Source: an optimization exercise on an open RTL-to-GDS flow (aim: small area). Production flows keep margins and buffers that such runs may drop. Function was checked by simulation only, so behaviour that the tests miss may differ from the original. Power is estimated from default activity; no workload was simulated.

<file path="flow/flow/run.sh">
#!/bin/bash
# The standard layout (standard.sh, standard synthesis script), with:
#  * DONT_USE_CELLS: the platform's list plus the larger drive strengths of
#    the logic cells (flow/dont_use.txt), so that synthesis maps the
#    single-gate modules of the RTL to the smallest cells;
#  * port buffers of the smallest buffer cell (buf_1) instead of the cell
#    buffer_ports picks by default;
#  * a clock tree of clkbuf_4 cells, one sink cluster and no dummy loads.
# The whole output of the flow goes to standard_flow.log; ORFS keeps each
# step's log under orfs/logs/.
set -euo pipefail
here=$(cd "$(dirname "$0")" && pwd)
DONT_USE=$(cat "$here/dont_use.txt")
CTS="-sink_clustering_enable -repair_clock_nets -dont_use_dummy_load"
CTS="$CTS -buf_list sky130_fd_sc_hd__clkbuf_4 -root_buf sky130_fd_sc_hd__clkbuf_4"
CTS="$CTS -sink_clustering_buffer sky130_fd_sc_hd__clkbuf_4"
CTS="$CTS -sink_clustering_size 30 -sink_clustering_max_diameter 300"
bash standard.sh "DONT_USE_CELLS=$DONT_USE" \
    "BUFFER_PORTS_ARGS=-buffer_cell sky130_fd_sc_hd__buf_1" \
    "CTS_ARGS=$CTS" finish > standard_flow.log 2>&1
</file>
<file path="flow/flow/dont_use.txt">
sky130_fd_sc_hd__probe_p_8 sky130_fd_sc_hd__probec_p_8 sky130_fd_sc_hd__lpflow_bleeder_1 sky130_fd_sc_hd__lpflow_bleeder_1 sky130_fd_sc_hd__lpflow_clkbufkapwr_1 sky130_fd_sc_hd__lpflow_clkbufkapwr_16 sky130_fd_sc_hd__lpflow_clkbufkapwr_2 sky130_fd_sc_hd__lpflow_clkbufkapwr_4 sky130_fd_sc_hd__lpflow_clkbufkapwr_8 sky130_fd_sc_hd__lpflow_clkinvkapwr_1 sky130_fd_sc_hd__lpflow_clkinvkapwr_16 sky130_fd_sc_hd__lpflow_clkinvkapwr_2 sky130_fd_sc_hd__lpflow_clkinvkapwr_4 sky130_fd_sc_hd__lpflow_clkinvkapwr_8 sky130_fd_sc_hd__lpflow_decapkapwr_12 sky130_fd_sc_hd__lpflow_decapkapwr_3 sky130_fd_sc_hd__lpflow_decapkapwr_4 sky130_fd_sc_hd__lpflow_decapkapwr_6 sky130_fd_sc_hd__lpflow_decapkapwr_8 sky130_fd_sc_hd__lpflow_inputiso0n_1 sky130_fd_sc_hd__lpflow_inputiso0p_1 sky130_fd_sc_hd__lpflow_inputiso1n_1 sky130_fd_sc_hd__lpflow_inputiso1p_1 sky130_fd_sc_hd__lpflow_inputisolatch_1 sky130_fd_sc_hd__lpflow_isobufsrc_1 sky130_fd_sc_hd__lpflow_isobufsrc_16 sky130_fd_sc_hd__lpflow_isobufsrc_2 sky130_fd_sc_hd__lpflow_isobufsrc_4 sky130_fd_sc_hd__lpflow_isobufsrc_8 sky130_fd_sc_hd__lpflow_isobufsrckapwr_16 sky130_fd_sc_hd__lpflow_lsbuf_lh_hl_isowell_tap_1 sky130_fd_sc_hd__lpflow_lsbuf_lh_hl_isowell_tap_2 sky130_fd_sc_hd__lpflow_lsbuf_lh_hl_isowell_tap_4 sky130_fd_sc_hd__lpflow_lsbuf_lh_isowell_4 sky130_fd_sc_hd__lpflow_lsbuf_lh_isowell_tap_1 sky130_fd_sc_hd__lpflow_lsbuf_lh_isowell_tap_2 sky130_fd_sc_hd__lpflow_lsbuf_lh_isowell_tap_4  sky130_fd_sc_hd__a2111o_2 sky130_fd_sc_hd__a2111o_4 sky130_fd_sc_hd__a2111oi_2 sky130_fd_sc_hd__a2111oi_4 sky130_fd_sc_hd__a211o_2 sky130_fd_sc_hd__a211o_4 sky130_fd_sc_hd__a211oi_2 sky130_fd_sc_hd__a211oi_4 sky130_fd_sc_hd__a21bo_2 sky130_fd_sc_hd__a21bo_4 sky130_fd_sc_hd__a21boi_2 sky130_fd_sc_hd__a21boi_4 sky130_fd_sc_hd__a21o_2 sky130_fd_sc_hd__a21o_4 sky130_fd_sc_hd__a21oi_2 sky130_fd_sc_hd__a21oi_4 sky130_fd_sc_hd__a221o_2 sky130_fd_sc_hd__a221o_4 sky130_fd_sc_hd__a221oi_2 sky130_fd_sc_hd__a221oi_4 sky130_fd_sc_hd__a22o_2 sky130_fd_sc_hd__a22o_4 sky130_fd_sc_hd__a22oi_2 sky130_fd_sc_hd__a22oi_4 sky130_fd_sc_hd__a2bb2o_2 sky130_fd_sc_hd__a2bb2o_4 sky130_fd_sc_hd__a2bb2oi_2 sky130_fd_sc_hd__a2bb2oi_4 sky130_fd_sc_hd__a311o_2 sky130_fd_sc_hd__a311o_4 sky130_fd_sc_hd__a311oi_2 sky130_fd_sc_hd__a311oi_4 sky130_fd_sc_hd__a31o_2 sky130_fd_sc_hd__a31o_4 sky130_fd_sc_hd__a31oi_2 sky130_fd_sc_hd__a31oi_4 sky130_fd_sc_hd__a32o_2 sky130_fd_sc_hd__a32o_4 sky130_fd_sc_hd__a32oi_2 sky130_fd_sc_hd__a32oi_4 sky130_fd_sc_hd__a41o_2 sky130_fd_sc_hd__a41o_4 sky130_fd_sc_hd__a41oi_2 sky130_fd_sc_hd__a41oi_4 sky130_fd_sc_hd__and2_2 sky130_fd_sc_hd__and2_4 sky130_fd_sc_hd__and2b_2 sky130_fd_sc_hd__and2b_4 sky130_fd_sc_hd__and3_2 sky130_fd_sc_hd__and3_4 sky130_fd_sc_hd__and3b_2 sky130_fd_sc_hd__and3b_4 sky130_fd_sc_hd__and4_2 sky130_fd_sc_hd__and4_4 sky130_fd_sc_hd__and4b_2 sky130_fd_sc_hd__and4b_4 sky130_fd_sc_hd__and4bb_2 sky130_fd_sc_hd__and4bb_4 sky130_fd_sc_hd__dfbbn_2 sky130_fd_sc_hd__dfrbp_2 sky130_fd_sc_hd__dfrtp_2 sky130_fd_sc_hd__dfrtp_4 sky130_fd_sc_hd__dfsbp_2 sky130_fd_sc_hd__dfstp_2 sky130_fd_sc_hd__dfstp_4 sky130_fd_sc_hd__dlclkp_2 sky130_fd_sc_hd__dlclkp_4 sky130_fd_sc_hd__dlrbn_2 sky130_fd_sc_hd__dlrbp_2 sky130_fd_sc_hd__dlrtn_2 sky130_fd_sc_hd__dlrtn_4 sky130_fd_sc_hd__dlrtp_2 sky130_fd_sc_hd__dlrtp_4 sky130_fd_sc_hd__dlxbn_2 sky130_fd_sc_hd__dlxtn_2 sky130_fd_sc_hd__dlxtn_4 sky130_fd_sc_hd__ebufn_2 sky130_fd_sc_hd__ebufn_4 sky130_fd_sc_hd__ebufn_8 sky130_fd_sc_hd__einvn_2 sky130_fd_sc_hd__einvn_4 sky130_fd_sc_hd__einvn_8 sky130_fd_sc_hd__einvp_2 sky130_fd_sc_hd__einvp_4 sky130_fd_sc_hd__einvp_8 sky130_fd_sc_hd__fa_2 sky130_fd_sc_hd__fa_4 sky130_fd_sc_hd__ha_2 sky130_fd_sc_hd__ha_4 sky130_fd_sc_hd__inv_12 sky130_fd_sc_hd__inv_16 sky130_fd_sc_hd__inv_2 sky130_fd_sc_hd__inv_4 sky130_fd_sc_hd__inv_6 sky130_fd_sc_hd__inv_8 sky130_fd_sc_hd__maj3_2 sky130_fd_sc_hd__maj3_4 sky130_fd_sc_hd__mux2_2 sky130_fd_sc_hd__mux2_4 sky130_fd_sc_hd__mux2_8 sky130_fd_sc_hd__mux2i_2 sky130_fd_sc_hd__mux2i_4 sky130_fd_sc_hd__mux4_2 sky130_fd_sc_hd__mux4_4 sky130_fd_sc_hd__nand2_2 sky130_fd_sc_hd__nand2_4 sky130_fd_sc_hd__nand2_8 sky130_fd_sc_hd__nand2b_2 sky130_fd_sc_hd__nand2b_4 sky130_fd_sc_hd__nand3_2 sky130_fd_sc_hd__nand3_4 sky130_fd_sc_hd__nand3b_2 sky130_fd_sc_hd__nand3b_4 sky130_fd_sc_hd__nand4_2 sky130_fd_sc_hd__nand4_4 sky130_fd_sc_hd__nand4b_2 sky130_fd_sc_hd__nand4b_4 sky130_fd_sc_hd__nand4bb_2 sky130_fd_sc_hd__nand4bb_4 sky130_fd_sc_hd__nor2_2 sky130_fd_sc_hd__nor2_4 sky130_fd_sc_hd__nor2_8 sky130_fd_sc_hd__nor2b_2 sky130_fd_sc_hd__nor2b_4 sky130_fd_sc_hd__nor3_2 sky130_fd_sc_hd__nor3_4 sky130_fd_sc_hd__nor3b_2 sky130_fd_sc_hd__nor3b_4 sky130_fd_sc_hd__nor4_2 sky130_fd_sc_hd__nor4_4 sky130_fd_sc_hd__nor4b_2 sky130_fd_sc_hd__nor4b_4 sky130_fd_sc_hd__nor4bb_2 sky130_fd_sc_hd__nor4bb_4 sky130_fd_sc_hd__o2111a_2 sky130_fd_sc_hd__o2111a_4 sky130_fd_sc_hd__o2111ai_2 sky130_fd_sc_hd__o2111ai_4 sky130_fd_sc_hd__o211a_2 sky130_fd_sc_hd__o211a_4 sky130_fd_sc_hd__o211ai_2 sky130_fd_sc_hd__o211ai_4 sky130_fd_sc_hd__o21a_2 sky130_fd_sc_hd__o21a_4 sky130_fd_sc_hd__o21ai_2 sky130_fd_sc_hd__o21ai_4 sky130_fd_sc_hd__o21ba_2 sky130_fd_sc_hd__o21ba_4 sky130_fd_sc_hd__o21bai_2 sky130_fd_sc_hd__o21bai_4 sky130_fd_sc_hd__o221a_2 sky130_fd_sc_hd__o221a_4 sky130_fd_sc_hd__o221ai_2 sky130_fd_sc_hd__o221ai_4 sky130_fd_sc_hd__o22a_2 sky130_fd_sc_hd__o22a_4 sky130_fd_sc_hd__o22ai_2 sky130_fd_sc_hd__o22ai_4 sky130_fd_sc_hd__o2bb2a_2 sky130_fd_sc_hd__o2bb2a_4 sky130_fd_sc_hd__o2bb2ai_2 sky130_fd_sc_hd__o2bb2ai_4 sky130_fd_sc_hd__o311a_2 sky130_fd_sc_hd__o311a_4 sky130_fd_sc_hd__o311ai_2 sky130_fd_sc_hd__o311ai_4 sky130_fd_sc_hd__o31a_2 sky130_fd_sc_hd__o31a_4 sky130_fd_sc_hd__o31ai_2 sky130_fd_sc_hd__o31ai_4 sky130_fd_sc_hd__o32a_2 sky130_fd_sc_hd__o32a_4 sky130_fd_sc_hd__o32ai_2 sky130_fd_sc_hd__o32ai_4 sky130_fd_sc_hd__o41a_2 sky130_fd_sc_hd__o41a_4 sky130_fd_sc_hd__o41ai_2 sky130_fd_sc_hd__o41ai_4 sky130_fd_sc_hd__or2_2 sky130_fd_sc_hd__or2_4 sky130_fd_sc_hd__or2b_2 sky130_fd_sc_hd__or2b_4 sky130_fd_sc_hd__or3_2 sky130_fd_sc_hd__or3_4 sky130_fd_sc_hd__or3b_2 sky130_fd_sc_hd__or3b_4 sky130_fd_sc_hd__or4_2 sky130_fd_sc_hd__or4_4 sky130_fd_sc_hd__or4b_2 sky130_fd_sc_hd__or4b_4 sky130_fd_sc_hd__or4bb_2 sky130_fd_sc_hd__or4bb_4 sky130_fd_sc_hd__sdfbbn_2 sky130_fd_sc_hd__sdfrbp_2 sky130_fd_sc_hd__sdfrtp_2 sky130_fd_sc_hd__sdfrtp_4 sky130_fd_sc_hd__sdfsbp_2 sky130_fd_sc_hd__sdfstp_2 sky130_fd_sc_hd__sdfstp_4 sky130_fd_sc_hd__sdfxbp_2 sky130_fd_sc_hd__sdfxtp_2 sky130_fd_sc_hd__sdfxtp_4 sky130_fd_sc_hd__sdlclkp_2 sky130_fd_sc_hd__sdlclkp_4 sky130_fd_sc_hd__sedfxbp_2 sky130_fd_sc_hd__sedfxtp_2 sky130_fd_sc_hd__sedfxtp_4 sky130_fd_sc_hd__xnor2_2 sky130_fd_sc_hd__xnor2_4 sky130_fd_sc_hd__xnor3_2 sky130_fd_sc_hd__xnor3_4 sky130_fd_sc_hd__xor2_2 sky130_fd_sc_hd__xor2_4 sky130_fd_sc_hd__xor3_2 sky130_fd_sc_hd__xor3_4
</file>
<file path="flow/standard.sh">
#!/bin/bash
# synth_recipe.tcl (not shown) runs the flow's synth.tcl, then flattens the netlist and writes it again
# the make line also repeats each setting of config.mk as NAME=value (left out here)
make -C /OpenROAD-flow-scripts/flow DESIGN_CONFIG=/design/flow/config.mk WORK_HOME=/design/flow/orfs CLKGATE_MAP_FILE= SYNTH_SCRIPT=/design/flow/synth_recipe.tcl "${@:-finish}"
</file>
<file path="flow/config.mk">
export PLATFORM = sky130hd
export DESIGN_NAME = rc5_decoder
export DESIGN_NICKNAME = rc5_decoder
export VERILOG_FILES = /design/flow/design.v
export SDC_FILE = /design/flow/constraint.sdc
export NUM_CORES = 4
export LEC_CHECK = 0
export CAP_MARGIN = 20
export CORE_MARGIN = 2
export CORE_UTILIZATION = 40
export SLEW_MARGIN = 20
export SYNTH_HIERARCHICAL = 1
export SYNTH_MINIMUM_KEEP_SIZE = 0
</file>
<file path="flow/constraint.sdc">
create_clock -name core_clock -period 8.0 [get_ports {clk}]
set_input_delay 1.6000 -clock core_clock [delete_from_list [all_inputs] [get_ports {clk}]]
set_output_delay 1.6000 -clock core_clock [all_outputs]
set_load 0.01 [all_outputs]
</file>
<file path="flow/design.v">
module rc5_decoder (
    input  wire        clk,
    input  wire        rst,           
    input  wire        req_valid,
    input  wire [35:0] req,
    input  wire [31:0] LOW_BOUND,
    input  wire [31:0] HIGH_BOUND,
    output wire [16:0] rsp,
    output wire        available,
    output wire        evt_en,
    output wire        tick_clr
);
    reg        p1, p0;
    reg [13:0] shn;                  
    wire [31:0] ticks = req[31:0];
    wire [15:0] w     = req[15:0];
    wire        o2    = req[35];
    wire        o1    = req[34];
    wire        o0    = req[33];
    wire [32:1] lc, hc;
    wire t_n0;
    rc5_inv   u_ti0 (.a(ticks[0]), .y(t_n0));
    rc5_nor2  u_lc0 (.a(t_n0), .b(LOW_BOUND[0]), .y(lc[1]));    
    rc5_nand2 u_hc0 (.a(t_n0), .b(HIGH_BOUND[0]), .y(hc[1]));    
    wire t_n1, l_nor1, l_nand1, h_nor1, h_nand1;
    rc5_inv   u_ti1 (.a(ticks[1]), .y(t_n1));
    rc5_nor2  u_lo1 (.a(t_n1), .b(LOW_BOUND[1]), .y(l_nor1));
    rc5_nand2 u_la1 (.a(t_n1), .b(LOW_BOUND[1]), .y(l_nand1));
    rc5_nor2  u_ho1 (.a(t_n1), .b(HIGH_BOUND[1]), .y(h_nor1));
    rc5_nand2 u_ha1 (.a(t_n1), .b(HIGH_BOUND[1]), .y(h_nand1));
    rc5_o21ai u_lc1 (.a1(l_nor1), .a2(lc[1]), .b1(l_nand1), .y(lc[2]));
    rc5_o21ai u_hc1 (.a1(h_nor1), .a2(hc[1]), .b1(h_nand1), .y(hc[2]));
    wire t_n2;
    rc5_inv   u_ti2 (.a(ticks[2]), .y(t_n2));
    rc5_maj3  u_lc2 (.a(t_n2), .b(LOW_BOUND[2]), .c(lc[2]), .y(lc[3]));
    rc5_maj3  u_hc2 (.a(t_n2), .b(HIGH_BOUND[2]), .c(hc[2]), .y(hc[3]));
    wire t_n3;
    rc5_inv   u_ti3 (.a(ticks[3]), .y(t_n3));
    rc5_maj3  u_lc3 (.a(t_n3), .b(LOW_BOUND[3]), .c(lc[3]), .y(lc[4]));
    rc5_maj3  u_hc3 (.a(t_n3), .b(HIGH_BOUND[3]), .c(hc[3]), .y(hc[4]));
    wire t_n4;
    rc5_inv   u_ti4 (.a(ticks[4]), .y(t_n4));
    rc5_maj3  u_lc4 (.a(t_n4), .b(LOW_BOUND[4]), .c(lc[4]), .y(lc[5]));
    rc5_maj3  u_hc4 (.a(t_n4), .b(HIGH_BOUND[4]), .c(hc[4]), .y(hc[5]));
    wire t_n5;
    rc5_inv   u_ti5 (.a(ticks[5]), .y(t_n5));
    rc5_maj3  u_lc5 (.a(t_n5), .b(LOW_BOUND[5]), .c(lc[5]), .y(lc[6]));
    rc5_maj3  u_hc5 (.a(t_n5), .b(HIGH_BOUND[5]), .c(hc[5]), .y(hc[6]));
    wire lb_n6, hb_n6, l_and6, l_or6, h_and6, h_or6;
    rc5_inv   u_li6 (.a(LOW_BOUND[6]), .y(lb_n6));
    rc5_inv   u_hi6 (.a(HIGH_BOUND[6]), .y(hb_n6));
    rc5_nor2  u_la6 (.a(ticks[6]), .b(lb_n6), .y(l_and6));
    rc5_nand2 u_lo6 (.a(ticks[6]), .b(lb_n6), .y(l_or6));
    rc5_nor2  u_ha6 (.a(ticks[6]), .b(hb_n6), .y(h_and6));
    rc5_nand2 u_ho6 (.a(ticks[6]), .b(hb_n6), .y(h_or6));
    rc5_o21ai u_lc6 (.a1(l_and6), .a2(lc[6]), .b1(l_or6), .y(lc[7]));
    rc5_o21ai u_hc6 (.a1(h_and6), .a2(hc[6]), .b1(h_or6), .y(hc[7]));
    wire t_n7, l_nor7, l_nand7, h_nor7, h_nand7;
    rc5_inv   u_ti7 (.a(ticks[7]), .y(t_n7));
    rc5_nor2  u_lo7 (.a(t_n7), .b(LOW_BOUND[7]), .y(l_nor7));
    rc5_nand2 u_la7 (.a(t_n7), .b(LOW_BOUND[7]), .y(l_nand7));
    rc5_nor2  u_ho7 (.a(t_n7), .b(HIGH_BOUND[7]), .y(h_nor7));
    rc5_nand2 u_ha7 (.a(t_n7), .b(HIGH_BOUND[7]), .y(h_nand7));
    rc5_o21ai u_lc7 (.a1(l_nor7), .a2(lc[7]), .b1(l_nand7), .y(lc[8]));
    rc5_o21ai u_hc7 (.a1(h_nor7), .a2(hc[7]), .b1(h_nand7), .y(hc[8]));
    wire lb_n8, hb_n8, l_and8, l_or8, h_and8, h_or8;
    rc5_inv   u_li8 (.a(LOW_BOUND[8]), .y(lb_n8));
    rc5_inv   u_hi8 (.a(HIGH_BOUND[8]), .y(hb_n8));
    rc5_nor2  u_la8 (.a(ticks[8]), .b(lb_n8), .y(l_and8));
    rc5_nand2 u_lo8 (.a(ticks[8]), .b(lb_n8), .y(l_or8));
    rc5_nor2  u_ha8 (.a(ticks[8]), .b(hb_n8), .y(h_and8));
    rc5_nand2 u_ho8 (.a(ticks[8]), .b(hb_n8), .y(h_or8));
    rc5_o21ai u_lc8 (.a1(l_and8), .a2(lc[8]), .b1(l_or8), .y(lc[9]));
    rc5_o21ai u_hc8 (.a1(h_and8), .a2(hc[8]), .b1(h_or8), .y(hc[9]));
    wire t_n9, l_nor9, l_nand9, h_nor9, h_nand9;
    rc5_inv   u_ti9 (.a(ticks[9]), .y(t_n9));
    rc5_nor2  u_lo9 (.a(t_n9), .b(LOW_BOUND[9]), .y(l_nor9));
    rc5_nand2 u_la9 (.a(t_n9), .b(LOW_BOUND[9]), .y(l_nand9));
    rc5_nor2  u_ho9 (.a(t_n9), .b(HIGH_BOUND[9]), .y(h_nor9));
    rc5_nand2 u_ha9 (.a(t_n9), .b(HIGH_BOUND[9]), .y(h_nand9));
    rc5_o21ai u_lc9 (.a1(l_nor9), .a2(lc[9]), .b1(l_nand9), .y(lc[10]));
    rc5_o21ai u_hc9 (.a1(h_nor9), .a2(hc[9]), .b1(h_nand9), .y(hc[10]));
    wire lb_n10, hb_n10, l_and10, l_or10, h_and10, h_or10;
    rc5_inv   u_li10 (.a(LOW_BOUND[10]), .y(lb_n10));
    rc5_inv   u_hi10 (.a(HIGH_BOUND[10]), .y(hb_n10));
    rc5_nor2  u_la10 (.a(ticks[10]), .b(lb_n10), .y(l_and10));
    rc5_nand2 u_lo10 (.a(ticks[10]), .b(lb_n10), .y(l_or10));
    rc5_nor2  u_ha10 (.a(ticks[10]), .b(hb_n10), .y(h_and10));
    rc5_nand2 u_ho10 (.a(ticks[10]), .b(hb_n10), .y(h_or10));
    rc5_o21ai u_lc10 (.a1(l_and10), .a2(lc[10]), .b1(l_or10), .y(lc[11]));
    rc5_o21ai u_hc10 (.a1(h_and10), .a2(hc[10]), .b1(h_or10), .y(hc[11]));
    wire t_n11, l_nor11, l_nand11, h_nor11, h_nand11;
    rc5_inv   u_ti11 (.a(ticks[11]), .y(t_n11));
    rc5_nor2  u_lo11 (.a(t_n11), .b(LOW_BOUND[11]), .y(l_nor11));
    rc5_nand2 u_la11 (.a(t_n11), .b(LOW_BOUND[11]), .y(l_nand11));
    rc5_nor2  u_ho11 (.a(t_n11), .b(HIGH_BOUND[11]), .y(h_nor11));
    rc5_nand2 u_ha11 (.a(t_n11), .b(HIGH_BOUND[11]), .y(h_nand11));
    rc5_o21ai u_lc11 (.a1(l_nor11), .a2(lc[11]), .b1(l_nand11), .y(lc[12]));
    rc5_o21ai u_hc11 (.a1(h_nor11), .a2(hc[11]), .b1(h_nand11), .y(hc[12]));
    wire lb_n12, hb_n12, l_and12, l_or12, h_and12, h_or12;
    rc5_inv   u_li12 (.a(LOW_BOUND[12]), .y(lb_n12));
    rc5_inv   u_hi12 (.a(HIGH_BOUND[12]), .y(hb_n12));
    rc5_nor2  u_la12 (.a(ticks[12]), .b(lb_n12), .y(l_and12));
    rc5_nand2 u_lo12 (.a(ticks[12]), .b(lb_n12), .y(l_or12));
    rc5_nor2  u_ha12 (.a(ticks[12]), .b(hb_n12), .y(h_and12));
    rc5_nand2 u_ho12 (.a(ticks[12]), .b(hb_n12), .y(h_or12));
    rc5_o21ai u_lc12 (.a1(l_and12), .a2(lc[12]), .b1(l_or12), .y(lc[13]));
    rc5_o21ai u_hc12 (.a1(h_and12), .a2(hc[12]), .b1(h_or12), .y(hc[13]));
    wire t_n13, l_nor13, l_nand13, h_nor13, h_nand13;
    rc5_inv   u_ti13 (.a(ticks[13]), .y(t_n13));
    rc5_nor2  u_lo13 (.a(t_n13), .b(LOW_BOUND[13]), .y(l_nor13));
    rc5_nand2 u_la13 (.a(t_n13), .b(LOW_BOUND[13]), .y(l_nand13));
    rc5_nor2  u_ho13 (.a(t_n13), .b(HIGH_BOUND[13]), .y(h_nor13));
    rc5_nand2 u_ha13 (.a(t_n13), .b(HIGH_BOUND[13]), .y(h_nand13));
    rc5_o21ai u_lc13 (.a1(l_nor13), .a2(lc[13]), .b1(l_nand13), .y(lc[14]));
    rc5_o21ai u_hc13 (.a1(h_nor13), .a2(hc[13]), .b1(h_nand13), .y(hc[14]));
    wire lb_n14, hb_n14, l_and14, l_or14, h_and14, h_or14;
    rc5_inv   u_li14 (.a(LOW_BOUND[14]), .y(lb_n14));
    rc5_inv   u_hi14 (.a(HIGH_BOUND[14]), .y(hb_n14));
    rc5_nor2  u_la14 (.a(ticks[14]), .b(lb_n14), .y(l_and14));
    rc5_nand2 u_lo14 (.a(ticks[14]), .b(lb_n14), .y(l_or14));
    rc5_nor2  u_ha14 (.a(ticks[14]), .b(hb_n14), .y(h_and14));
    rc5_nand2 u_ho14 (.a(ticks[14]), .b(hb_n14), .y(h_or14));
    rc5_o21ai u_lc14 (.a1(l_and14), .a2(lc[14]), .b1(l_or14), .y(lc[15]));
    rc5_o21ai u_hc14 (.a1(h_and14), .a2(hc[14]), .b1(h_or14), .y(hc[15]));
    wire t_n15, l_nor15, l_nand15, h_nor15, h_nand15;
    rc5_inv   u_ti15 (.a(ticks[15]), .y(t_n15));
    rc5_nor2  u_lo15 (.a(t_n15), .b(LOW_BOUND[15]), .y(l_nor15));
    rc5_nand2 u_la15 (.a(t_n15), .b(LOW_BOUND[15]), .y(l_nand15));
    rc5_nor2  u_ho15 (.a(t_n15), .b(HIGH_BOUND[15]), .y(h_nor15));
    rc5_nand2 u_ha15 (.a(t_n15), .b(HIGH_BOUND[15]), .y(h_nand15));
    rc5_o21ai u_lc15 (.a1(l_nor15), .a2(lc[15]), .b1(l_nand15), .y(lc[16]));
    rc5_o21ai u_hc15 (.a1(h_nor15), .a2(hc[15]), .b1(h_nand15), .y(hc[16]));
    wire lb_n16, hb_n16, l_and16, l_or16, h_and16, h_or16;
    rc5_inv   u_li16 (.a(LOW_BOUND[16]), .y(lb_n16));
    rc5_inv   u_hi16 (.a(HIGH_BOUND[16]), .y(hb_n16));
    rc5_nor2  u_la16 (.a(ticks[16]), .b(lb_n16), .y(l_and16));
    rc5_nand2 u_lo16 (.a(ticks[16]), .b(lb_n16), .y(l_or16));
    rc5_nor2  u_ha16 (.a(ticks[16]), .b(hb_n16), .y(h_and16));
    rc5_nand2 u_ho16 (.a(ticks[16]), .b(hb_n16), .y(h_or16));
    rc5_o21ai u_lc16 (.a1(l_and16), .a2(lc[16]), .b1(l_or16), .y(lc[17]));
    rc5_o21ai u_hc16 (.a1(h_and16), .a2(hc[16]), .b1(h_or16), .y(hc[17]));
    wire t_n17, l_nor17, l_nand17, h_nor17, h_nand17;
    rc5_inv   u_ti17 (.a(ticks[17]), .y(t_n17));
    rc5_nor2  u_lo17 (.a(t_n17), .b(LOW_BOUND[17]), .y(l_nor17));
    rc5_nand2 u_la17 (.a(t_n17), .b(LOW_BOUND[17]), .y(l_nand17));
    rc5_nor2  u_ho17 (.a(t_n17), .b(HIGH_BOUND[17]), .y(h_nor17));
    rc5_nand2 u_ha17 (.a(t_n17), .b(HIGH_BOUND[17]), .y(h_nand17));
    rc5_o21ai u_lc17 (.a1(l_nor17), .a2(lc[17]), .b1(l_nand17), .y(lc[18]));
    rc5_o21ai u_hc17 (.a1(h_nor17), .a2(hc[17]), .b1(h_nand17), .y(hc[18]));
    wire lb_n18, hb_n18, l_and18, l_or18, h_and18, h_or18;
    rc5_inv   u_li18 (.a(LOW_BOUND[18]), .y(lb_n18));
    rc5_inv   u_hi18 (.a(HIGH_BOUND[18]), .y(hb_n18));
    rc5_nor2  u_la18 (.a(ticks[18]), .b(lb_n18), .y(l_and18));
    rc5_nand2 u_lo18 (.a(ticks[18]), .b(lb_n18), .y(l_or18));
    rc5_nor2  u_ha18 (.a(ticks[18]), .b(hb_n18), .y(h_and18));
    rc5_nand2 u_ho18 (.a(ticks[18]), .b(hb_n18), .y(h_or18));
    rc5_o21ai u_lc18 (.a1(l_and18), .a2(lc[18]), .b1(l_or18), .y(lc[19]));
    rc5_o21ai u_hc18 (.a1(h_and18), .a2(hc[18]), .b1(h_or18), .y(hc[19]));
    wire t_n19, l_nor19, l_nand19, h_nor19, h_nand19;
    rc5_inv   u_ti19 (.a(ticks[19]), .y(t_n19));
    rc5_nor2  u_lo19 (.a(t_n19), .b(LOW_BOUND[19]), .y(l_nor19));
    rc5_nand2 u_la19 (.a(t_n19), .b(LOW_BOUND[19]), .y(l_nand19));
    rc5_nor2  u_ho19 (.a(t_n19), .b(HIGH_BOUND[19]), .y(h_nor19));
    rc5_nand2 u_ha19 (.a(t_n19), .b(HIGH_BOUND[19]), .y(h_nand19));
    rc5_o21ai u_lc19 (.a1(l_nor19), .a2(lc[19]), .b1(l_nand19), .y(lc[20]));
    rc5_o21ai u_hc19 (.a1(h_nor19), .a2(hc[19]), .b1(h_nand19), .y(hc[20]));
    wire lb_n20, hb_n20, l_and20, l_or20, h_and20, h_or20;
    rc5_inv   u_li20 (.a(LOW_BOUND[20]), .y(lb_n20));
    rc5_inv   u_hi20 (.a(HIGH_BOUND[20]), .y(hb_n20));
    rc5_nor2  u_la20 (.a(ticks[20]), .b(lb_n20), .y(l_and20));
    rc5_nand2 u_lo20 (.a(ticks[20]), .b(lb_n20), .y(l_or20));
    rc5_nor2  u_ha20 (.a(ticks[20]), .b(hb_n20), .y(h_and20));
    rc5_nand2 u_ho20 (.a(ticks[20]), .b(hb_n20), .y(h_or20));
    rc5_o21ai u_lc20 (.a1(l_and20), .a2(lc[20]), .b1(l_or20), .y(lc[21]));
    rc5_o21ai u_hc20 (.a1(h_and20), .a2(hc[20]), .b1(h_or20), .y(hc[21]));
    wire t_n21, l_nor21, l_nand21, h_nor21, h_nand21;
    rc5_inv   u_ti21 (.a(ticks[21]), .y(t_n21));
    rc5_nor2  u_lo21 (.a(t_n21), .b(LOW_BOUND[21]), .y(l_nor21));
    rc5_nand2 u_la21 (.a(t_n21), .b(LOW_BOUND[21]), .y(l_nand21));
    rc5_nor2  u_ho21 (.a(t_n21), .b(HIGH_BOUND[21]), .y(h_nor21));
    rc5_nand2 u_ha21 (.a(t_n21), .b(HIGH_BOUND[21]), .y(h_nand21));
    rc5_o21ai u_lc21 (.a1(l_nor21), .a2(lc[21]), .b1(l_nand21), .y(lc[22]));
    rc5_o21ai u_hc21 (.a1(h_nor21), .a2(hc[21]), .b1(h_nand21), .y(hc[22]));
    wire lb_n22, hb_n22, l_and22, l_or22, h_and22, h_or22;
    rc5_inv   u_li22 (.a(LOW_BOUND[22]), .y(lb_n22));
    rc5_inv   u_hi22 (.a(HIGH_BOUND[22]), .y(hb_n22));
    rc5_nor2  u_la22 (.a(ticks[22]), .b(lb_n22), .y(l_and22));
    rc5_nand2 u_lo22 (.a(ticks[22]), .b(lb_n22), .y(l_or22));
    rc5_nor2  u_ha22 (.a(ticks[22]), .b(hb_n22), .y(h_and22));
    rc5_nand2 u_ho22 (.a(ticks[22]), .b(hb_n22), .y(h_or22));
    rc5_o21ai u_lc22 (.a1(l_and22), .a2(lc[22]), .b1(l_or22), .y(lc[23]));
    rc5_o21ai u_hc22 (.a1(h_and22), .a2(hc[22]), .b1(h_or22), .y(hc[23]));
    wire t_n23, l_nor23, l_nand23, h_nor23, h_nand23;
    rc5_inv   u_ti23 (.a(ticks[23]), .y(t_n23));
    rc5_nor2  u_lo23 (.a(t_n23), .b(LOW_BOUND[23]), .y(l_nor23));
    rc5_nand2 u_la23 (.a(t_n23), .b(LOW_BOUND[23]), .y(l_nand23));
    rc5_nor2  u_ho23 (.a(t_n23), .b(HIGH_BOUND[23]), .y(h_nor23));
    rc5_nand2 u_ha23 (.a(t_n23), .b(HIGH_BOUND[23]), .y(h_nand23));
    rc5_o21ai u_lc23 (.a1(l_nor23), .a2(lc[23]), .b1(l_nand23), .y(lc[24]));
    rc5_o21ai u_hc23 (.a1(h_nor23), .a2(hc[23]), .b1(h_nand23), .y(hc[24]));
    wire lb_n24, hb_n24, l_and24, l_or24, h_and24, h_or24;
    rc5_inv   u_li24 (.a(LOW_BOUND[24]), .y(lb_n24));
    rc5_inv   u_hi24 (.a(HIGH_BOUND[24]), .y(hb_n24));
    rc5_nor2  u_la24 (.a(ticks[24]), .b(lb_n24), .y(l_and24));
    rc5_nand2 u_lo24 (.a(ticks[24]), .b(lb_n24), .y(l_or24));
    rc5_nor2  u_ha24 (.a(ticks[24]), .b(hb_n24), .y(h_and24));
    rc5_nand2 u_ho24 (.a(ticks[24]), .b(hb_n24), .y(h_or24));
    rc5_o21ai u_lc24 (.a1(l_and24), .a2(lc[24]), .b1(l_or24), .y(lc[25]));
    rc5_o21ai u_hc24 (.a1(h_and24), .a2(hc[24]), .b1(h_or24), .y(hc[25]));
    wire t_n25, l_nor25, l_nand25, h_nor25, h_nand25;
    rc5_inv   u_ti25 (.a(ticks[25]), .y(t_n25));
    rc5_nor2  u_lo25 (.a(t_n25), .b(LOW_BOUND[25]), .y(l_nor25));
    rc5_nand2 u_la25 (.a(t_n25), .b(LOW_BOUND[25]), .y(l_nand25));
    rc5_nor2  u_ho25 (.a(t_n25), .b(HIGH_BOUND[25]), .y(h_nor25));
    rc5_nand2 u_ha25 (.a(t_n25), .b(HIGH_BOUND[25]), .y(h_nand25));
    rc5_o21ai u_lc25 (.a1(l_nor25), .a2(lc[25]), .b1(l_nand25), .y(lc[26]));
    rc5_o21ai u_hc25 (.a1(h_nor25), .a2(hc[25]), .b1(h_nand25), .y(hc[26]));
    wire lb_n26, hb_n26, l_and26, l_or26, h_and26, h_or26;
    rc5_inv   u_li26 (.a(LOW_BOUND[26]), .y(lb_n26));
    rc5_inv   u_hi26 (.a(HIGH_BOUND[26]), .y(hb_n26));
    rc5_nor2  u_la26 (.a(ticks[26]), .b(lb_n26), .y(l_and26));
    rc5_nand2 u_lo26 (.a(ticks[26]), .b(lb_n26), .y(l_or26));
    rc5_nor2  u_ha26 (.a(ticks[26]), .b(hb_n26), .y(h_and26));
    rc5_nand2 u_ho26 (.a(ticks[26]), .b(hb_n26), .y(h_or26));
    rc5_o21ai u_lc26 (.a1(l_and26), .a2(lc[26]), .b1(l_or26), .y(lc[27]));
    rc5_o21ai u_hc26 (.a1(h_and26), .a2(hc[26]), .b1(h_or26), .y(hc[27]));
    wire t_n27, l_nor27, l_nand27, h_nor27, h_nand27;
    rc5_inv   u_ti27 (.a(ticks[27]), .y(t_n27));
    rc5_nor2  u_lo27 (.a(t_n27), .b(LOW_BOUND[27]), .y(l_nor27));
    rc5_nand2 u_la27 (.a(t_n27), .b(LOW_BOUND[27]), .y(l_nand27));
    rc5_nor2  u_ho27 (.a(t_n27), .b(HIGH_BOUND[27]), .y(h_nor27));
    rc5_nand2 u_ha27 (.a(t_n27), .b(HIGH_BOUND[27]), .y(h_nand27));
    rc5_o21ai u_lc27 (.a1(l_nor27), .a2(lc[27]), .b1(l_nand27), .y(lc[28]));
    rc5_o21ai u_hc27 (.a1(h_nor27), .a2(hc[27]), .b1(h_nand27), .y(hc[28]));
    wire lb_n28, hb_n28, l_and28, l_or28, h_and28, h_or28;
    rc5_inv   u_li28 (.a(LOW_BOUND[28]), .y(lb_n28));
    rc5_inv   u_hi28 (.a(HIGH_BOUND[28]), .y(hb_n28));
    rc5_nor2  u_la28 (.a(ticks[28]), .b(lb_n28), .y(l_and28));
    rc5_nand2 u_lo28 (.a(ticks[28]), .b(lb_n28), .y(l_or28));
    rc5_nor2  u_ha28 (.a(ticks[28]), .b(hb_n28), .y(h_and28));
    rc5_nand2 u_ho28 (.a(ticks[28]), .b(hb_n28), .y(h_or28));
    rc5_o21ai u_lc28 (.a1(l_and28), .a2(lc[28]), .b1(l_or28), .y(lc[29]));
    rc5_o21ai u_hc28 (.a1(h_and28), .a2(hc[28]), .b1(h_or28), .y(hc[29]));
    wire t_n29, l_nor29, l_nand29, h_nor29, h_nand29;
    rc5_inv   u_ti29 (.a(ticks[29]), .y(t_n29));
    rc5_nor2  u_lo29 (.a(t_n29), .b(LOW_BOUND[29]), .y(l_nor29));
    rc5_nand2 u_la29 (.a(t_n29), .b(LOW_BOUND[29]), .y(l_nand29));
    rc5_nor2  u_ho29 (.a(t_n29), .b(HIGH_BOUND[29]), .y(h_nor29));
    rc5_nand2 u_ha29 (.a(t_n29), .b(HIGH_BOUND[29]), .y(h_nand29));
    rc5_o21ai u_lc29 (.a1(l_nor29), .a2(lc[29]), .b1(l_nand29), .y(lc[30]));
    rc5_o21ai u_hc29 (.a1(h_nor29), .a2(hc[29]), .b1(h_nand29), .y(hc[30]));
    wire lb_n30, hb_n30, l_and30, l_or30, h_and30, h_or30;
    rc5_inv   u_li30 (.a(LOW_BOUND[30]), .y(lb_n30));
    rc5_inv   u_hi30 (.a(HIGH_BOUND[30]), .y(hb_n30));
    rc5_nor2  u_la30 (.a(ticks[30]), .b(lb_n30), .y(l_and30));
    rc5_nand2 u_lo30 (.a(ticks[30]), .b(lb_n30), .y(l_or30));
    rc5_nor2  u_ha30 (.a(ticks[30]), .b(hb_n30), .y(h_and30));
    rc5_nand2 u_ho30 (.a(ticks[30]), .b(hb_n30), .y(h_or30));
    rc5_o21ai u_lc30 (.a1(l_and30), .a2(lc[30]), .b1(l_or30), .y(lc[31]));
    rc5_o21ai u_hc30 (.a1(h_and30), .a2(hc[30]), .b1(h_or30), .y(hc[31]));
    wire t_n31, l_nor31, l_nand31, h_nor31, h_nand31;
    rc5_inv   u_ti31 (.a(ticks[31]), .y(t_n31));
    rc5_nor2  u_lo31 (.a(t_n31), .b(LOW_BOUND[31]), .y(l_nor31));
    rc5_nand2 u_la31 (.a(t_n31), .b(LOW_BOUND[31]), .y(l_nand31));
    rc5_nor2  u_ho31 (.a(t_n31), .b(HIGH_BOUND[31]), .y(h_nor31));
    rc5_nand2 u_ha31 (.a(t_n31), .b(HIGH_BOUND[31]), .y(h_nand31));
    rc5_o21ai u_lc31 (.a1(l_nor31), .a2(lc[31]), .b1(l_nand31), .y(lc[32]));
    rc5_o21ai u_hc31 (.a1(h_nor31), .a2(hc[31]), .b1(h_nand31), .y(hc[32]));
    wire is_long;
    rc5_nor2b u_long (.a(lc[32]), .b(hc[32]), .y(is_long));    
    wire en, x10, nd, deliver, arm;
    rc5_or2    u_en   (.a(p1), .b(p0), .y(en));                        
    rc5_xor2   u_x10  (.a(o1), .b(o0), .y(x10));
    rc5_nand3  u_nd   (.a(req_valid), .b(x10), .c(en), .y(nd));
    rc5_nor3   u_dlv  (.a(nd), .b(o2), .c(rst), .y(deliver));
    assign tick_clr = deliver;
    rc5_and4b  u_arm  (.a(o2), .b(req_valid), .c(o1), .d(o0), .y(arm));    
    wire eL_n, eP;
    rc5_mux2i  u_el   (.s(o0), .a1(is_long), .a0(req[1]), .y(eL_n));    
    rc5_mux2   u_ep   (.s(o0), .a1(req[32]), .a0(req[0]), .y(eP));
    wire nb, y_bad, m_err_n, err, emit, d_a, d_b, done;
    rc5_xnor2  u_nb   (.a(shn[0]), .b(p0), .y(nb));                    
    rc5_xnor2  u_ybad (.a(eP), .b(nb), .y(y_bad));                     
    rc5_maj3   u_merr (.a(eL_n), .b(shn[13]), .c(p0), .y(m_err_n));
    rc5_nand2b u_err  (.a(y_bad), .b(m_err_n), .y(err));               
    rc5_nand2  u_emit (.a(p0), .b(eL_n), .y(emit));                    
    rc5_nor2   u_da   (.a(nb), .b(shn[12]), .y(d_a));                  
    rc5_nor2   u_db   (.a(shn[0]), .b(shn[13]), .y(d_b));              
    rc5_mux2   u_done (.s(emit), .a1(d_a), .a0(d_b), .y(done));
    wire p1_d, p1_m_n, z, dp_n, x_n, w_n, p1_nx, p0_nx;
    rc5_o21ai  u_p1d  (.a1(err), .a2(done), .b1(p1), .y(p1_d));         
    rc5_mux2i  u_p1m  (.s(deliver), .a1(p1_d), .a0(p1), .y(p1_m_n));
    rc5_nor3   u_p1n  (.a(rst), .b(arm), .c(p1_m_n), .y(p1_nx));
    rc5_a21oi  u_z    (.a1(p0), .a2(eL_n), .b1(d_a), .y(z));            
    rc5_nand2  u_dp   (.a(deliver), .b(p1), .y(dp_n));
    rc5_a21oi  u_x    (.a1(p0), .a2(dp_n), .b1(arm), .y(x_n));
    rc5_o21ai  u_w    (.a1(err), .a2(z), .b1(deliver), .y(w_n));
    rc5_a21oi  u_p0n  (.a1(x_n), .a2(w_n), .b1(rst), .y(p0_nx));
    wire p1_n, sft_n, shift, h13_n, nbit_n;
    rc5_inv    u_p1n2 (.a(p1), .y(p1_n));
    rc5_nand3  u_sft  (.a(deliver), .b(p1), .c(emit), .y(sft_n));      
    rc5_o21a   u_shf  (.a1(p1_n), .a2(emit), .b1(deliver), .y(shift));  
    rc5_or2    u_h13  (.a(shift), .b(rst), .y(h13_n));                 
    rc5_nor2b  u_nbit (.a(nb), .b(p1), .y(nbit_n));                    
    wire [13:0] shn_nx;
    genvar k;
    generate
        for (k = 1; k < 13; k = k + 1) begin : g_sh
            rc5_o22a u_sh (.a1(sft_n), .a2(shn[k-1]), .b1(shift), .b2(shn[k]), .y(shn_nx[k]));
        end
    endgenerate
    rc5_mux2 u_sh0  (.s(shift), .a1(nbit_n), .a0(shn[0]), .y(shn_nx[0]));
    rc5_o22a u_sh13 (.a1(sft_n), .a2(shn[12]), .b1(h13_n), .b2(shn[13]), .y(shn_nx[13]));
    always @(posedge clk) begin
        p1  <= p1_nx;
        p0  <= p0_nx;
        shn <= shn_nx;
    end
    wire g, avail, ga_n, take_n, xcmd, xtog, xaddr;
    rc5_and3b  u_g    (.a(rst), .b(req_valid), .c(o2), .y(g));         
    rc5_nor2   u_av   (.a(en), .b(shn[13]), .y(avail));                
    rc5_nand2  u_ga   (.a(g), .b(avail), .y(ga_n));
    rc5_or3    u_take (.a(o1), .b(o0), .c(ga_n), .y(take_n));          
    rc5_and3b  u_xc   (.a(o1), .b(g), .c(o0), .y(xcmd));
    rc5_and3b  u_xt   (.a(o0), .b(g), .c(o1), .y(xtog));
    rc5_and3   u_xa   (.a(g), .b(o1), .c(o0), .y(xaddr));
    assign available = avail;
    assign evt_en    = en;
    rc5_o31a   u_r16  (.a1(o1), .a2(o0), .a3(avail), .b1(g), .y(rsp[16]));
    assign rsp[15:14] = 2'b00;
    generate
        for (k = 6; k < 14; k = k + 1) begin : g_rw
            rc5_nor2 u_r (.a(take_n), .b(shn[k]), .y(rsp[k]));
        end
        for (k = 1; k < 5; k = k + 1) begin : g_rc
            wire c_n, a_n;
            rc5_nand2  u_c (.a(xcmd), .b(w[k]), .y(c_n));
            rc5_nand2  u_a (.a(xaddr), .b(w[k+6]), .y(a_n));
            rc5_o211ai u_r (.a1(take_n), .a2(shn[k]), .b1(c_n), .c1(a_n), .y(rsp[k]));
        end
    endgenerate
    wire r5_c, r0_ct, r0_a;
    rc5_nand2  u_r5c (.a(xcmd), .b(w[5]), .y(r5_c));
    rc5_o21ai  u_r5  (.a1(take_n), .a2(shn[5]), .b1(r5_c), .y(rsp[5]));
    rc5_a22oi  u_r0c (.a1(xcmd), .a2(w[0]), .b1(xtog), .b2(w[11]), .y(r0_ct));
    rc5_nand2  u_r0a (.a(xaddr), .b(w[6]), .y(r0_a));
    rc5_o211ai u_r0  (.a1(take_n), .a2(shn[0]), .b1(r0_ct), .c1(r0_a), .y(rsp[0]));
endmodule
module rc5_inv    (input wire a, output wire y);                          assign y = ~a;                  endmodule
module rc5_nand2  (input wire a, input wire b, output wire y);            assign y = ~(a & b);            endmodule
module rc5_nor2   (input wire a, input wire b, output wire y);            assign y = ~(a | b);            endmodule
module rc5_or2    (input wire a, input wire b, output wire y);            assign y = a | b;               endmodule
module rc5_xor2   (input wire a, input wire b, output wire y);            assign y = a ^ b;               endmodule
module rc5_xnor2  (input wire a, input wire b, output wire y);            assign y = ~(a ^ b);            endmodule
module rc5_nor2b  (input wire a, input wire b, output wire y);            assign y = ~a & b;              endmodule
module rc5_nand2b (input wire a, input wire b, output wire y);            assign y = a | ~b;              endmodule
module rc5_nand3  (input wire a, input wire b, input wire c, output wire y); assign y = ~(a & b & c);     endmodule
module rc5_nor3   (input wire a, input wire b, input wire c, output wire y); assign y = ~(a | b | c);     endmodule
module rc5_and3   (input wire a, input wire b, input wire c, output wire y); assign y = a & b & c;        endmodule
module rc5_and3b  (input wire a, input wire b, input wire c, output wire y); assign y = ~a & b & c;       endmodule
module rc5_nor3b  (input wire a, input wire b, input wire c, output wire y); assign y = ~a & ~b & c;      endmodule
module rc5_or3b   (input wire a, input wire b, input wire c, output wire y); assign y = a | b | ~c;       endmodule
module rc5_maj3   (input wire a, input wire b, input wire c, output wire y); assign y = (a & b) | (c & (a | b)); endmodule
module rc5_and4b  (input wire a, input wire b, input wire c, input wire d, output wire y); assign y = ~a & b & c & d;    endmodule
module rc5_mux2   (input wire s, input wire a1, input wire a0, output wire y); assign y = s ? a1 : a0;     endmodule
module rc5_mux2i  (input wire s, input wire a1, input wire a0, output wire y); assign y = ~(s ? a1 : a0);  endmodule
module rc5_o21ai  (input wire a1, input wire a2, input wire b1, output wire y); assign y = ~((a1 | a2) & b1); endmodule
module rc5_or3    (input wire a, input wire b, input wire c, output wire y); assign y = a | b | c;        endmodule
module rc5_o21a   (input wire a1, input wire a2, input wire b1, output wire y); assign y = (a1 | a2) & b1;  endmodule
module rc5_o22a   (input wire a1, input wire a2, input wire b1, input wire b2, output wire y);
    assign y = (a1 | a2) & (b1 | b2);
endmodule
module rc5_o211ai (input wire a1, input wire a2, input wire b1, input wire c1, output wire y);
    assign y = ~((a1 | a2) & b1 & c1);
endmodule
module rc5_a21oi  (input wire a1, input wire a2, input wire b1, output wire y); assign y = ~((a1 & a2) | b1); endmodule
module rc5_o31a   (input wire a1, input wire a2, input wire a3, input wire b1, output wire y);
    assign y = (a1 | a2 | a3) & b1;
endmodule
module rc5_a22oi  (input wire a1, input wire a2, input wire b1, input wire b2, output wire y);
    assign y = ~((a1 & a2) | (b1 & b2));
endmodule
</file>
==> summary.txt, run 1 <==
- Setup TNS: 0 ns
- Total CTS buffers: 3
- Worst EP arrival: approximately 7.3 ns
- Initial antenna violation count: 0
- Layout cells sized above 1: between 1.5 and 2%
- RSZ-0062 raised after global routing: false
- DP Area: ~2300 µm²
- Post-route minimum period: about 7 ns
- Row count: 24
- Final ANT Viol Nets: 0
- Mapped Cells: between 300 and 400
- DR pass1 iterations: 4
- Hold WS: just over 0.5 ns
- Number of setup violations in the final report: 0
- Leak Pwr: approximately 1.0 nW
- # Max-Cap Violations: 0
- Clock sinks: 16
- Max Fclk: 0.140 GHz
- Vias in the first global route: 1961
- Post-Syn Area per Cell: roughly 5.6 µm²
- Peak VDD IR: roughly 0.000095 V
- GRT Total Usage: about a fifth
- Final instance count without filler cells: 488
- Initial Util: between 40% and 50%
- I/O pin cnt: around 120
- Final Hold Viols: 0
- Placer Congestion: approximately 0.84
- Final #Nets: around 540
- Root buffer cell: clkbuf_4
- Ys Warns: 7
- Fillcell total: 519
- Area occupied by multi-input gates: 1260 µm²
- Routed vias: approximately 2300
- Cell repeated most along the worst path: o21ai_1
- Crit share post-route: between 80% and 90%
- Core Area: around 4300 µm²
- Cell area after layout: about 2300 µm²
- Status: timing/DRC/antenna clean
- Grt ovf: 0
- HPWL after DPL: ~4400 µm
- I/O Buffers: 120
- CTS Hold Bufs: 0
- Largest net degree at the start of global routing: 15
- Dominant synthesized flop cell: dfxtp_1
- Initial DRC count: 95
- Worst-margin pin slew: roughly 0.60 ns
- Worst-skew pair later-pin latency: roughly 0.28 ns
- Area delta synth->final: 30.9%
- FF/Latch Area: between 300 and 400 µm²
- P per Cell Area: a little under 100 nW/µm²
- Mapped cell area: 1760 µm²
- WL per Instance: just over 10 µm
- Die Span X: between 70 and 80 µm
- Slew Viols, Final: 0
- H-tree depth: 1
- Cell accounting for the most synthesized area: dfxtp_1
- Placed cell count: 484
- DRC: 0
- Worst clock skew: 0.00849 ns
- CTS tree: built
- First-pass GRT wire length: about 8400 µm
- DR vias/cell: 4.69
- Synth top area share: between 10% and 20%
- Critical Path Source Type: input pin
- Worst endpoint required time: ~8.2 ns
- Largest cells by area after synthesis: dfxtp_1 (18%), o21ai_1 (16%), nand2_1 (14%)
- Antenna cell count: 0
- Post-synth EDFFs: 0
- Sequential share of the synthesized area: between 10% and 20%
- Netlist cell types: 27
- Yosys reg bits: 16
- Critical Path Max Stage Delay: 0.36 ns
- Worst slew margin: 59.5%
- Clock transition at path regs: approximately 0.080 ns
- Routed wire length: between 5000 and 6000 µm
- Area of the die: 4950 µm²
- Asr flop ratio synth: 0%
- Die Height: between 70 and 80 µm
- CP max FO: 9
- Top-count cell post-synth: nand2_1
- Hold Crit Class: reg2reg
- CP Class: in2reg
- CP Capture Type: flip-flop
- Clock buffer depth: 2
- Critical Path Slowest Stage Cell: maj3_1
- Post-synth top cells: nand2_1 (68), nor2_1 (66), o21ai_1 (57)
[critical path: cells and delay by family]
kind            cells  cell delay, ns
mux                 1            0.24
fa+ha+maj           4            1.42
buf+inv             2            0.17
simple gates        4            0.59
compound gates     29            3.29
[modules after synthesis, one instance, submodules excluded, a selection]
module       flip-flops and latches  copies in the design  area [µm²]
rc5_decoder                      16                     1         339
rc5_mux2i                         0                     2        10.0
rc5_xnor2                         0                     2        8.76
rc5_and3b                         0                     3        8.76
rc5_o31a                          0                     1        8.76
rc5_o211ai                        0                     5        7.51
rc5_nand2b                        0                     1        6.26
rc5_or2                           0                     2        6.26
rc5_inv                           0                    46        3.75
rc5_nor2                          0                    66        3.75
rc5_nand2                         0                    68        3.75
[worst paths after layout]
| check | from | endpoint | slack, ns | depth (start not counted) |
|---|---|---|---|---|
| setup / recovery | req[1] | shn[13] | 0.85 | 40 |
| hold reg to reg | shn[9] | shn[10] | 0.51 | 1 |
| hold / removal | shn[9] | shn[10] | 0.51 | 1 |
| setup reg to reg | p0 | shn[4] | 5.83 | 5 |
[final cells by class]
class                      instances  share of cell area [%]
tap                               52                    2.82
multi-input combinational        249                    54.5
timing repair buffer             122                    20.3
inverter                          46                    7.49
clock buffer                       3                   0.977
sequential                        16                    13.9
[flip-flops by register name, summed over array words and instances, names as in the netlist]
signal and count:
p0 1, p1 1, shn 14
[routing by layer]
metal  global-route usage [%]  vias to the layer above  part of all wire [%]
met3                     2.31                        2                   6.9
li1                         -                     1267                     -
met2                     35.0                       65                    46
met4                     4.27                        0                  0.20
met1                     26.6                      954                    47
met5                        0                        -                     0
[layout by cell type, fill, tap and decap left out, drive strengths merged]
master,instances
a21oi,3
a22oi,1
and3,1
and3b,3
and4b,1
buf,120
clkbuf,5
conb,2
dfxtp,16
inv,46
maj3,9
mux2,3
mux2i,2
nand2,68
nand2b,1
nand3,2
nor2,66
nor2b,2
nor3,2
o211ai,5
o21a,1
o21ai,57
o22a,13
o31a,1
or2,2
or3,1
xnor2,2
xor2,1
[power by group]
group	internal (mW)	leakage (nW)	switching, mW
sequential	0.0918	0.132	0.00933
combinational	0.0432	0.896	0.0441
clock	0.0174	0.0138	0.0215
total	0.152	1.04	0.0749
[kinds of logic after synthesis]
| logic type | after synthesis | share of synthesized area (%) |
|---|---|---|
| flip-flops | 16 | 18.2 |
| buffers and inverters | 48 | 10.7 |
| AND/OR/NAND/NOR | 149 | 34.3 |
| AO/OA/AOI/OAI | 81 | 27.0 |
| adder cells (fa/ha/maj) | 9 | 5.12 |
| other | 1 | 0.213 |
| multiplexers | 5 | 3.06 |
| XOR/XNOR | 3 | 1.49 |
[per-stage QoR]
step | setup WS [ns] | utilization (%) | power [mW]
after global placement | 0.238 | 52.9 | 0.189
final | 0.850 | 53.7 | 0.227
after CTS | 0.530 | 53.4 | 0.231
after detailed placement | 0.266 | 52.9 | 0.190
after global routing | 0.000628 | 53.7 | 0.252
after floorplan | 1.11 | - | 0.156
[repair_timing]
item / in CTS / in global routing
gates resized for setup: 0 / 2
endpoints found under the setup margin: 0 / 15
setup buffers: 0 / 1
==> run 2: changes to the inputs <==
--- a/flow/design.v
+++ b/flow/design.v
@@ -297,12 +297,12 @@
     rc5_a21oi  u_x    (.a1(p0), .a2(dp_n), .b1(arm), .y(x_n));
     rc5_o21ai  u_w    (.a1(err), .a2(z), .b1(deliver), .y(w_n));
     rc5_a21oi  u_p0n  (.a1(x_n), .a2(w_n), .b1(rst), .y(p0_nx));
-    wire p1_n, sft_n, shift, h13_n, nbit_n;
+    wire p1_n, sft_n, hold, shift, h13_n;
     rc5_inv    u_p1n2 (.a(p1), .y(p1_n));
     rc5_nand3  u_sft  (.a(deliver), .b(p1), .c(emit), .y(sft_n));      
-    rc5_o21a   u_shf  (.a1(p1_n), .a2(emit), .b1(deliver), .y(shift));  
+    rc5_o21ai  u_hold (.a1(p1_n), .a2(emit), .b1(deliver), .y(hold));  
+    rc5_inv    u_shf  (.a(hold), .y(shift));
     rc5_or2    u_h13  (.a(shift), .b(rst), .y(h13_n));                 
-    rc5_nor2b  u_nbit (.a(nb), .b(p1), .y(nbit_n));                    
     wire [13:0] shn_nx;
     genvar k;
     generate
@@ -310,7 +310,7 @@
             rc5_o22a u_sh (.a1(sft_n), .a2(shn[k-1]), .b1(shift), .b2(shn[k]), .y(shn_nx[k]));
         end
     endgenerate
-    rc5_mux2 u_sh0  (.s(shift), .a1(nbit_n), .a0(shn[0]), .y(shn_nx[0]));
+    rc5_a2bb2o u_sh0 (.a1_n(sft_n), .a2_n(nb), .b1(hold), .b2(shn[0]), .y(shn_nx[0]));
     rc5_o22a u_sh13 (.a1(sft_n), .a2(shn[12]), .b1(h13_n), .b2(shn[13]), .y(shn_nx[13]));
     always @(posedge clk) begin
         p1  <= p1_nx;
@@ -374,6 +374,9 @@
 module rc5_o211ai (input wire a1, input wire a2, input wire b1, input wire c1, output wire y);
     assign y = ~((a1 | a2) & b1 & c1);
 endmodule
+module rc5_a2bb2o (input wire a1_n, input wire a2_n, input wire b1, input wire b2, output wire y);
+    assign y = (~a1_n & ~a2_n) | (b1 & b2);
+endmodule
 module rc5_a21oi  (input wire a1, input wire a2, input wire b1, output wire y); assign y = ~((a1 & a2) | b1); endmodule
 module rc5_o31a   (input wire a1, input wire a2, input wire a3, input wire b1, output wire y);
     assign y = (a1 | a2 | a3) & b1;
==> run 2 against run 1 <==
Compared with the run above:
- sequential power hardly changed
- clock-buffer cell count stayed put
- via count shrank 1.3%
- wire length increased by 0.26%
- synthesized cell count stayed put
- design area fell by 0.11%
- sequential cell count stayed put
==> summary.txt, run 2 <==
- Status: timing/DRC/antenna clean
- Largest registers: shn (14), p0 (1), p1 (1)
- Clock buffer depth: 2 (unchanged)
- Core Area: 4290 µm² (unchanged)
- Largest cells by area after synthesis: dfxtp_1 (18%), o21ai_1 (17%), nand2_1 (15%)
- Worst-margin pin slew: 0.610 ns (+0.00727 ns)
- Most frequent cells in the layout: buf_1 (119), nand2_1 (68), nor2_1 (66)
- Antenna cell count: 0 (unchanged)
- WHS Endpoint: shn[11]
- Die Height: 70.2 µm (-0.20%)
- Layout cells sized above 1: 1.38% (-0.23 points)
- CTS tree: built
- Max Fclk: 0.136 GHz (-2.7%)
- Min-delay src: shn[11]
- Xor/xnor share of the synthesized area: 1.50% (+0.0064 points)
- Row count: 24 (unchanged)
- Final #Nets: 540 (-0.18%)
- Post-route minimum period: 7.34 ns (+0.195 ns)
- Post-synthesis compound-gate area fraction: 27.5% (+0.47 points)
- I/O Buffers: 120 (unchanged)
- Leak Pwr: 1.04 nW (+0.22%)
- CP top delay family: compound AO/OA/AOI/OAI gates
- Setup TNS: 0 ns (unchanged)
- Placed cell count: 483 (-0.21%)
- Core Util, Final: 53.6% (-0.058 points)
- Sequential share of the synthesized area: 18.3% (+0.078 points)
- Grt ovf: 0 (unchanged)
- GRT Total Usage: 19.6% (-0.50 points)
- Max FFs per register: 14 (unchanged)
- Routed wire length: 5020 µm (+0.26%)
- Critical Path Source Type: input pin
- Worst Setup Slack, final: 0.655 ns (-0.195 ns)
- Most common cell after layout, fill and taps aside: buf_1
- Slew Viols, Final: 0 (unchanged)
- H-tree depth: 1 (unchanged)
- # Max-Cap Violations: 0 (unchanged)
- Placer Congestion: 0.886 (+5.5%)
- Largest net degree at the start of global routing: 15 (unchanged)
- Final ANT Viol Nets: 0 (unchanged)
- CP max FO: 4 (-5)
- Initial Util: 40.8% (-0.17 points)
- Crit path buf inv count: 3 (+1)
- R2R setup slack: 5.78 ns (-0.05 ns)
- Synth Area in Adders: 5.14% (+0.022 points)
- Cell repeated most along the worst path: o21ai_1
- Vias in the first global route: 1871 (-4.6%)
- Hold Crit Class: reg2reg
- Area of the die: 4930 µm² (-0.40%)
- First-pass GRT wire length: 8140 µm (-2.8%)
- Mapped cell area: 1750 µm² (-0.43%)
- Post-Syn Area per Cell: 5.62 µm² (-0.43%)
- Yosys reg bits: 16 (unchanged)
- Clock sinks: 16 (unchanged)
- HPWL after DPL: 4410 µm (-0.96%)
- Root buffer cell: clkbuf_4
- Total CTS buffers: 3 (unchanged)
- Simple-gate share of the synthesized area: 34.0% (-0.21 points)
- DP Worst Slack: 0.173 ns (-0.0933 ns)
- Mapped Cells: 312 (unchanged)
- Crit Reg-Reg Endpoint: shn[11]
- Hold Path Cell Cnt: 1 (unchanged)
- WL per Instance: 10.3 µm (+0.47%)
- Netlist cell types: 27 (unchanged)
- Cell area after layout: 2300 µm² (-0.11%)
- Worst clock skew: 0.0130 ns (+0.00450 ns)
- Cell accounting for the most synthesized area: dfxtp_1
- Final instance count without filler cells: 487 (-0.20%)
- Hold WS: 0.511 ns (-0.0000270 ns)
- Most flops, register: shn
- Number of setup violations in the final report: 0 (unchanged)
- Asr flop ratio synth: 0% (unchanged)
- Critical Path Max Stage Delay: 0.37 ns (about the same)
- Initial DRC count: 83 (-13%)
- Final Hold Viols: 0 (unchanged)
- Ys Warns: 7 (unchanged)
- Worst R2R Start: p0
- Die Span X: 70.2 µm (-0.20%)
- DRC: 0 (unchanged)
- Worst R2R Path Depth: 5 (unchanged)
- Top-count cell post-synth: nand2_1
- Worst-skew pair later-pin latency: 0.28 ns (about the same)
- CP Class: in2reg
- Pwr Total: 227 µW (-0.16%)
- DP Area: 2260 µm² (-0.66%)
- Post-synth EDFFs: 0 (unchanged)
- Worst slew margin: 59.0% (-0.49 points)
- Multiplexer share of the synthesized area: 2.43% (-0.63 points)
- RSZ-0062 raised after global routing: false
- Largest family of logic cells by synthesized area: simple AND/OR/NAND/NOR gates
- DR pass1 iterations: 5 (+1)
- Synth top area share: 18.3% (+0.078 points)
- Worst endpoint required time: 8.16 ns (about the same)
- Area delta synth->final: 31.3%
- Clock transition at path regs: 0.07 ns (about the same)
- I/O pin cnt: 123 (unchanged)
- Initial antenna violation count: 0 (unchanged)
- Routed vias: 2259 (-1.3%)
- CP Capture Type: flip-flop
- Dominant synthesized flop cell: dfxtp_1
- Post-synth top cells: nand2_1 (68), nor2_1 (66), o21ai_1 (58)
- Crit share post-route: 91.8% (+2.4 points)
- P per Cell Area: 98.6 nW/µm² (about the same)
- Worst EP arrival: 7.51 ns (+0.19 ns)
- Peak VDD IR: 0.000100 V (+5.9%)
- DR vias/cell: 4.64 (-1.1%)
- Critical Path Slowest Stage Cell: maj3_1
[run 2: power breakdown]
part,internal [mW],total (mW),switching (mW)
Sequential,0.0918,0.101,0.00904
Clock,0.0174,0.0392,0.0218
Combinational,0.0427,0.0869,0.0443
[run 2: what timing repair did]
action	in CTS	in global routing
hold buffers	0	0
setup endpoints to repair	0	14
resized for setup	0	3
setup buffers	0	1
hold endpoints to repair	0	0
[run 2: how the worst max path moves through the flow]
stage                start  endpoint  slack [ns]  cells past startpoint
floorplan           req[1]   shn[13]        1.10                     40
global route        req[1]   shn[13]       0.006                     41
finish              req[1]   shn[13]        0.66                     41
global placement    req[1]   shn[13]        0.12                     41
CTS                 req[1]   shn[13]        0.43                     41
detailed placement  req[1]   shn[13]        0.17                     41
[run 2: layer usage]
layer	GRT usage (%)	up-vias	routed length [µm]
li1	-	1262	-
met1	26.3	918	2250
met2	31.7	71	2230
met3	3.90	8	467
met4	6.20	0	78
met5	0	-	0
[run 2: final cells by class]
cell class / count / area [µm²]
clock buffer: 3 / 22.5
fill: 517 / 1990
inverter: 47 / 190
multi-input combinational: 248 / 1240
sequential: 16 / 320
tap: 52 / 65.1
timing repair buffer: 121 / 459
[run 2: kinds of logic after synthesis]
family          after synthesis
flops                        16
other cells                   1
simple gates                148
mux                           4
fa+ha+maj                     9
xor+xnor                      3
compound gates               82
buf+inv                      49
[run 2: modules after synthesis, one instance, submodules excluded, a selection]
module	cell area, µm²	flops+latches	times used
rc5_inv	3.75	0	47
rc5_and3b	8.76	0	3
rc5_xor2	8.76	0	1
rc5_a21oi	5.00	0	3
rc5_nor2	3.75	0	66
rc5_nand2	3.75	0	68
rc5_o21ai	5.00	0	58
rc5_mux2i	10.0	0	2
[run 2: worst register-to-register path, cell delays in order (launching register included)]
cell and delay (ns):
dfxtp_1 0.43, or2_1 0.18, nand3_1 0.08, nor3_1 0.52, nand3_1 0.54, o22a_1 0.37

==> afterwards: timing with drivers on the ports <==
How much do the figures lean on ideal ports? The routed layouts below were timed once more, with nothing changed but the port constraints.
Step 1, drivers: a clkbuf_16 drives clk and a buf_2 each remaining input, both assumed.
Step 2 adds t to the input delays and takes it off the output delays; t is the mean of the earliest and latest rising clock arrival at the registers after step 1. Input paths then give back, and output paths get back, about the clock's delay inside the block.
Slacks: ideal / step 1 / step 2; pairs: ideal / step 1.
run	t, ns	slack for setup (ns)	worst register clock-pin slew, ns	pins driven straight from the clock port
run 1	0.288	0.850 / 0.833 / 0.545	0.08 / 0.08	1
run 2	0.288	0.655 / 0.641 / 0.352	0.09 / 0.09	1
After both steps every run listed still meets setup and hold. For run 1, which loses most, drivers alone change the setup slack by -0.017 ns; drivers and shift together by -0.305 ns.
